From an optimization exercise on the open Yosys and OpenROAD flow, aimed at small area, a short achievable clock period and few clock cycles; shortcuts taken in it are not production practice. At most, simulation tests tie the RTL to the original design; equivalence was not proved. The RTL of run 2 was laid out without a check of its function. Power is estimated from default activity; no workload was simulated.

## flow/design.v (module list and top-level ports; edited modules follow where they fit)
// module csum_codec: 1285 lines
// module csum_fa: 10 lines
module csum_codec (
    input  wire         clk,
    input  wire         rst,
    input  wire         start,
    input  wire [31:0]  cmd,
    input  wire [7:0]   blen,
    input  wire [623:0] frame,
    output wire         ready,
    output reg          done,
    output wire [7:0]   status,
    output wire [15:0]  value
);
  // ...
==> flow/flow/run.sh <==
#!/bin/bash
# The standard layout, with the port buffers made as buf_1 cells (every
# input and output port still gets its own buffer).
set -euo pipefail
export BUFFER_PORTS_ARGS="-buffer_cell sky130_fd_sc_hd__buf_1"
bash standard.sh synth > synth.log 2>&1
bash standard.sh finish > layout.log 2>&1
==> flow/standard.sh <==
#!/bin/bash
# synth_recipe.tcl (not shown) runs the flow's synth.tcl, then flattens the netlist and writes it again
# the make line also repeats each setting of config.mk as NAME=value (left out here)
make -C /OpenROAD-flow-scripts/flow DESIGN_CONFIG=/design/flow/config.mk WORK_HOME=/design/flow/orfs CLKGATE_MAP_FILE= SYNTH_SCRIPT=/design/flow/synth_recipe.tcl "${@:-finish}"
==> flow/config.mk <==
export PLATFORM = sky130hd
export DESIGN_NAME = csum_codec
export DESIGN_NICKNAME = csum_codec
export VERILOG_FILES = /design/flow/design.v
export SDC_FILE = /design/flow/constraint.sdc
export NUM_CORES = 4
export LEC_CHECK = 0
export CAP_MARGIN = 20
export CORE_AREA = 10 10 250 250
export DIE_AREA = 0 0 260 260
export SETUP_SLACK_MARGIN = 2.0
export SLEW_MARGIN = 20
export SYNTH_HIERARCHICAL = 1
==> flow/constraint.sdc <==
create_clock -name core_clock -period 8.0 [get_ports {clk}]
set_input_delay 1.6000 -clock core_clock [delete_from_list [all_inputs] [get_ports {clk}]]
set_output_delay 1.6000 -clock core_clock [all_outputs]
set_load 0.01 [all_outputs]
==> reports/results.ini, run 1 <==
[timing]
fin_skew_ns=0.00004638
setup_tns_ns=0
fmax_ghz=0.1671
maxSlewViolCount=0

[logic_synthesis]
yosysSeqAreaShare=0.08086
synth-compound-area-share=0.05253
ys_ff_latch=71

[layout]
buffers=746
seq_share=0.06440
area_dominant_class=multi-input gates
regArea_um2=1421
num-multi-input-gates=1445
drive_gt1_frac=0.05870
fill_cells=5733
multi_input_area_um2=15990
fin_util=0.3892
final_cells=3111
final_cell_mix=680 x buf_1, 576 x fa_1, 555 x nand2_1
bufAreaShareNonClock=0.1422

[grt]
grt_antenna_before_repair=19
met1_usage=0.3705
grtUsageTotal=0.2924

[job]
max-cap-violations=0

[worst_setup_path]
cp.depth=11
crit_type=input pin to register
cp-endpoint=rq[11]
slowest_stage=fa_1

[power_and_ir_drop]
p_sw_mw=6.424
pwr-share-comb=0.889
sw_frac_of_total=0.5589

[clocking]
h-tree-depth=3
cts_setup_buffers=10

[die]
core_area_um2=56710
die_y_um=260

[detailed_routing]
routed-wl-met3_um=9932
wl_met2_um=48450
firstDrtPassIters=6
via_count=16410

[outcome]
status=finished clean

[placement]
gp_congestion=1.005
placed_area_um2=21250

Testbench counts, summed over its fixed seeds: cycles 3,200.
==> run 2, diff against run 1 <==
--- a/flow/design.v
+++ b/flow/design.v
@@ -16,45 +16,19 @@
     wire [31:0] len_field  = {frame[10*8 +: 8], frame[11*8 +: 8],
                               frame[12*8 +: 8], frame[13*8 +: 8]};
     wire cmd_legal = (cmd[31:8] == 24'd0) &&
                      (cmd[7:0] == 8'h01 || cmd[7:0] == 8'h02);
     wire runt      = (blen < HDR_BYTES);
     wire oversize  = (len_field > MAX_PAYLOAD);
     wire truncated = ({1'b0, blen} < (9'd14 + {2'b00, len_field[6:0]}));
     wire frame_bad = runt || oversize || truncated;
-    wire [6:0] len7 = frame[13*8 +: 7];
-    wire [7:0] hgt, lgt;
-    assign hgt[0] = len7[6] | len7[5] | len7[4] | len7[3];
-    assign hgt[1] = len7[6] | len7[5] | len7[4];
-    assign hgt[2] = len7[6] | len7[5] | (len7[3] & len7[4]);
-    assign hgt[3] = len7[6] | len7[5];
-    assign hgt[4] = len7[6] | (len7[4] & len7[5]) | (len7[3] & len7[5]);
-    assign hgt[5] = len7[6] | (len7[4] & len7[5]);
-    assign hgt[6] = len7[6] | (len7[3] & len7[5] & len7[4]);
-    assign hgt[7] = len7[6];
-    assign lgt[0] = len7[2] | len7[1] | len7[0];
-    assign lgt[1] = len7[2] | len7[1];
-    assign lgt[2] = len7[2] | (len7[0] & len7[1]);
-    assign lgt[3] = len7[2];
-    assign lgt[4] = (len7[1] & len7[2]) | (len7[0] & len7[2]);
-    assign lgt[5] = (len7[1] & len7[2]);
-    assign lgt[6] = (len7[0] & len7[2] & len7[1]);
-    assign lgt[7] = 1'b0;
     wire [63:0] m;
+    csum_mdec mdec (.len7(frame[13*8 +: 7]), .m(m));
     genvar gi;
-    generate
-        for (gi = 0; gi < 64; gi = gi + 1) begin : g_mask
-            if (gi < 8) begin : g_lo
-                assign m[gi] = hgt[0] | lgt[gi];
-            end else begin : g_hi
-                assign m[gi] = hgt[gi / 8] | (hgt[gi / 8 - 1] & lgt[gi % 8]);
-            end
-        end
-    endgenerate
     reg  [511:0] pn;
     integer j;
     always @(*)
         for (j = 0; j < 64; j = j + 1)
             pn[8*j +: 8] = ~(frame[8*(14+j) +: 8] & {8{m[j]}});
     wire ff_in = (csum_field == 16'hFFFF);
     wire [15:0] fvn = (cmd[1] && !ff_in) ? ~csum_field : 16'hFFFF;
     wire hs0, hc0;
@@ -1256,38 +1230,69 @@
     wire us573, uc573;
     csum_fa ufa573 (.a(rq[55]), .b(uc556), .c(us557), .s(us573), .co(uc573));
     wire us574, uc574;
     csum_fa ufa574 (.a(rq[59]), .b(uc557), .c(us558), .s(us574), .co(uc574));
     wire us575, uc575;
     csum_fa ufa575 (.a(rq[63]), .b(uc558), .c(us559), .s(us575), .co(uc575));
     wire [15:0] a = {uc574, uc573, uc572, uc571, uc570, uc569, uc568, uc567, uc566, uc565, uc564, uc563, uc562, uc561, uc560, us560};
     wire [15:0] b = {us575, us574, us573, us572, us571, us570, us569, us568, us567, us566, us565, us564, us563, us562, us561, uc575};
-    wire [15:0] A = ~a;
-    wire [15:0] B = ~b;
-    wire [15:0] g0 = A & B;
-    wire [15:0] p0 = A ^ B;
+    wire [15:0] g0 = a & b;
+    wire [15:0] p0 = a ^ b;
     wire [15:0] g1, p1, g2, p2, g3, p3, g4;
     generate
         for (gi = 0; gi < 16; gi = gi + 1) begin : g_eac
             assign g1[gi] = g0[gi] | (p0[gi] & g0[(gi + 15) % 16]);
             assign p1[gi] = p0[gi] & p0[(gi + 15) % 16];
             assign g2[gi] = g1[gi] | (p1[gi] & g1[(gi + 14) % 16]);
             assign p2[gi] = p1[gi] & p1[(gi + 14) % 16];
             assign g3[gi] = g2[gi] | (p2[gi] & g2[(gi + 12) % 16]);
             assign p3[gi] = p2[gi] & p2[(gi + 12) % 16];
             assign g4[gi] = g3[gi] | (p3[gi] & g3[(gi + 8) % 16]);
         end
     endgenerate
-    wire [15:0] sum = p0 ^ {g4[14:0], g4[15]};
+    wire [15:0] t = p0 ^ {g4[14:0], g4[15]};
     wire zero = &rq;
-    wire ok   = ff ? zero : (!zero && ((&p0) | (&g0)));
-    assign value  = mode_c ? (zero ? 16'hFFFF : ~sum) : {15'd0, mode_v & ok};
+    wire s0   = (&p0) | (&g0) | ~|(a | b);
+    wire ok   = ff ? zero : (!zero && s0);
+    assign value  = mode_c ? (s0 ? {16{zero}} : t) : {15'd0, mode_v & ok};
     assign status = {2'b00, st_ill, st_inv, 3'b000, st_inv};
 endmodule
+module csum_mdec (
+    input  wire [6:0]  len7,
+    output wire [63:0] m
+);
+    wire [7:0] hgt, lgt;
+    assign hgt[0] = len7[6] | len7[5] | len7[4] | len7[3];
+    assign hgt[1] = len7[6] | len7[5] | len7[4];
+    assign hgt[2] = len7[6] | len7[5] | (len7[3] & len7[4]);
+    assign hgt[3] = len7[6] | len7[5];
+    assign hgt[4] = len7[6] | (len7[4] & len7[5]) | (len7[3] & len7[5]);
+    assign hgt[5] = len7[6] | (len7[4] & len7[5]);
+    assign hgt[6] = len7[6] | (len7[3] & len7[5] & len7[4]);
+    assign hgt[7] = len7[6];
+    assign lgt[0] = len7[2] | len7[1] | len7[0];
+    assign lgt[1] = len7[2] | len7[1];
+    assign lgt[2] = len7[2] | (len7[0] & len7[1]);
+    assign lgt[3] = len7[2];
+    assign lgt[4] = (len7[1] & len7[2]) | (len7[0] & len7[2]);
+    assign lgt[5] = (len7[1] & len7[2]);
+    assign lgt[6] = (len7[0] & len7[2] & len7[1]);
+    assign lgt[7] = 1'b0;
+    genvar gi;
+    generate
+        for (gi = 0; gi < 64; gi = gi + 1) begin : g_mask
+            if (gi < 8) begin : g_lo
+                assign m[gi] = hgt[0] | lgt[gi];
+            end else begin : g_hi
+                assign m[gi] = hgt[gi / 8] | (hgt[gi / 8 - 1] & lgt[gi % 8]);
+            end
+        end
+    endgenerate
+endmodule
 module csum_fa (
     input  wire a,
     input  wire b,
     input  wire c,
     output wire s,
     output wire co
 );
     assign s  = a ^ b ^ c;
==> reports/results.ini, run 2 <==
[logic_synthesis]
synth_edf_count=0
avgSynthCellArea_um2=10.62
ys_warn_count=7
ys_ff_latch=71  ; unchanged
async_flop_share=0
syn_area_um2=18250
synth_commonest_cells=576 x fa_1, 561 x nand2_1, 80 x inv_1
yosysSeqAreaShare=0.07789  ; -0.002972
synthDistinctLibCells=48
synth_top_cell_area_share=0.6319
syn_inst=1719
ys.flop_type=dfxtp_1
yosysMostFrequentCell=fa_1
ys_top_cells_by_area=fa_1 63%, nand2_1 12%, dfxtp_1 7.8%
synth_largest_area_cell=fa_1

[placement]
io_buffers=687
placed_cells=3110
pre_cts_slack_ns=1.237
gp_congestion=0.9986  ; -0.65%
place_hpwl_um=93910

[timing]
maxSlewHeadroom=0.3238
min_period_ns=5.919
fin_ws_ns=2.081
fin_hold_ws_ns=0.4811
setup-violations-final=0
setup_tns_ns=0  ; unchanged
finalCritPeriodShare=0.7399
fin_skew_ns=0.00004025  ; -0.000006134 ns
maxSlewViolCount=0  ; unchanged
tightest_slew_ns=1.010
fmax_ghz=0.1689  ; +1.1%
rsz0062_at_grt=false
final-hold-violation-count=0

[die]
ios=693
fp-row-count=87
dieArea_um2=67600
core_area_um2=56710  ; unchanged
die_y_um=260  ; unchanged
floorplan.initialDensity=0.3218
die_x_um=260

[grt]
grt_max_degree=22
grt_pass1_vias=19290
gr-total-overflow=0
grt_antenna_before_repair=19  ; unchanged
grtUsageTotal=0.3039  ; +0.01155
grt_first_pass_wirelength_um=143400

[clocking]
insertion_delay_ns=0.34
h-tree-depth=3  ; unchanged
cts_max_path_buffers=2
root_buffer=clkbuf_16
postCtsHoldBufs=0
cts_tree=built
clk_pin_slew_worst_paths_ns=0.06
cts_buffers=9
cts_sinks=71

[layout]
regMostFlops=rq
area_growth_pct=21.05
regArea_um2=1421  ; unchanged
final_common_cell=buf_1
final_cells=3143  ; +1.0%
multi_input_area_um2=16060  ; +0.45%
fin_util=0.3895  ; about the same
fill_cells=5772  ; +0.68%
drive_gt1_frac=0.04540  ; -0.01330
largest_reg_flops=64
num-nets-final=3657
final_cell_mix=682 x buf_1, 576 x fa_1, 560 x nand2_1

[detailed_routing]
drt_first_iter_violations=1536
via_count=16770  ; +2.2%
wl_per_cell_um=33.23
antenna_left=0
vias_per_cell=5.336
drc_errors=0
totalWireLength_um=104400
firstDrtPassIters=7  ; +1

[power_and_ir_drop]
vdd_drop_max_mv=0.5006
p_leak_nw=8.542
cellPowerDensity_nw_per_um2=563.2

[worst_setup_path]
cp.arrival_ns=6.13
required_ns=8.21
reg2reg_depth=1
crit_type=input pin to register
critPathLaunchType=input pin
path_max_fanout=10
setup.worst_path.end_class=register

[outcome]
status=finished clean

[worst_hold_path]
hold_depth=1
hold_class=register to register

[job]
max-cap-violations=0  ; unchanged

## run 2: cell types whose count changed after synthesis, moves of 6 or more
cell / change
clkbuf_1: +58
nor3_1: -8
buf_6: +6
ha_1: +14
o21bai_1: -11
a21o_1: -7
o21ai_2: +10
o21ai_1: -16
a21boi_1: -15
o31ai_1: +14
o21ai_0: +29
nand4_1: +11
buf_4: +9
inv_1: +9
## run 2: path summary, 6_finish.rpt
path | start | to | slack, ns
max | frame[109] | rq[31] | 2.08
min | rdy | done | 0.48
max reg2reg | rdy | done | 7.46
min reg2reg | rdy | done | 0.48
## run 2: what timing repair did
| item | CTS | global route |
|---|---|---|
| resized for setup | 13 | 10 |
| setup endpoints to repair | 64 | 40 |
| pin swaps | 4 | 1 |
| buffers inserted | 6 | 3 |
## run 2: layout make-up
| cell class | count | share of cell area |
|---|---|---|
| multi-input combinational | 1469 | 0.7270 |
| timing repair buffer | 743 | 0.1367 |
| sequential | 71 | 0.06434 |
| tap | 756 | 0.04282 |
| inverter | 80 | 0.01359 |
| clock buffer | 10 | 0.01037 |
| clock inverter | 6 | 0.004248 |
| antenna | 8 | 0.0009063 |
## run 2: critical path, stage by stage
cell	delay, ns
buf_2	0.24
buf_4	0.25
fa_1	0.48
fa_1	0.47
fa_1	0.52
inv_1	0.08
fa_1	0.59
fa_1	0.45
fa_1	0.45
fa_1	0.58
fa_1	0.41
## run 2: cell families (layout without fill, tap and decap cells)
group | after synthesis | after routing | synth area share
buffers and inverters | 183 | 839 | 0.04518
flip-flops | 71 | 71 | 0.07789
AND/OR/NAND/NOR | 682 | 682 | 0.1598
other | 1 | 13 | 0.0002055
multiplexers | 1 | 1 | 0.0005485
adder cells (fa/ha/maj) | 616 | 616 | 0.6593
AO/OA/AOI/OAI | 145 | 145 | 0.04745
XOR/XNOR | 20 | 20 | 0.009599
## run 2: per-module statistics from Yosys, one instance, submodules excluded
module / copies in the design / flip-flops and latches / cells / cell area, um2
csum_codec: 1 / 71 / 1046 / 6146
csum_mdec: 1 / 0 / 97 / 571.8
csum_fa: 576 / 0 / 1 / 20.02
## run 2: per-layer routing
metal / GRT usage / vias to the layer above / part of all wire
met5: 0 / - / 0.0011
met4: 0.08446 / 18 / 0.030
met3: 0.07951 / 180 / 0.097
met2: 0.5051 / 1102 / 0.48
met1: 0.3846 / 8788 / 0.39
li1: - / 6683 / -
## run 2: through the flow
step           cell area, um2  power [mW]
3_5_place_dp            21620       11.89
3_3_place_gp            21620       11.67
6_report                22090       12.44
5_1_grt                 22080       13.64
2_1_floorplan           18260       8.571
4_1_cts                 22020       12.39
## run 2: where the power goes
part           total, mW  internal (mW)  switching (mW)  leakage (nW)
Combinational       11.1           4.37            6.74          7.79
Sequential         0.879          0.710           0.170         0.597
Clock              0.447          0.276           0.171         0.153
Total               12.4           5.36            7.08          8.54

## static timing again, ports no longer ideal
In the flow no input, the clock included, has a driving cell. The finished layouts below were timed again as built, in two steps. Step 1, drivers: a clkbuf_16 drives clk and a buf_2 each remaining input, both assumed. Step 2 also shifts input and output timing later by t, the mid clock arrival at the registers, as if the neighbouring blocks saw the same clock. Slacks: ideal / step 1 / step 2; pairs: ideal / step 1.
run	t (ns)	slack for setup (ns)	cell pins on the clock port's net
run 1	0.398	2.016 / 2.031 / 1.634	1
run 2	0.394	2.081 / 2.102 / 1.708	1
After both steps every run listed still meets setup and hold. For run 1, which loses most, drivers alone change the setup slack by +0.015 ns; drivers and shift together by -0.382 ns.
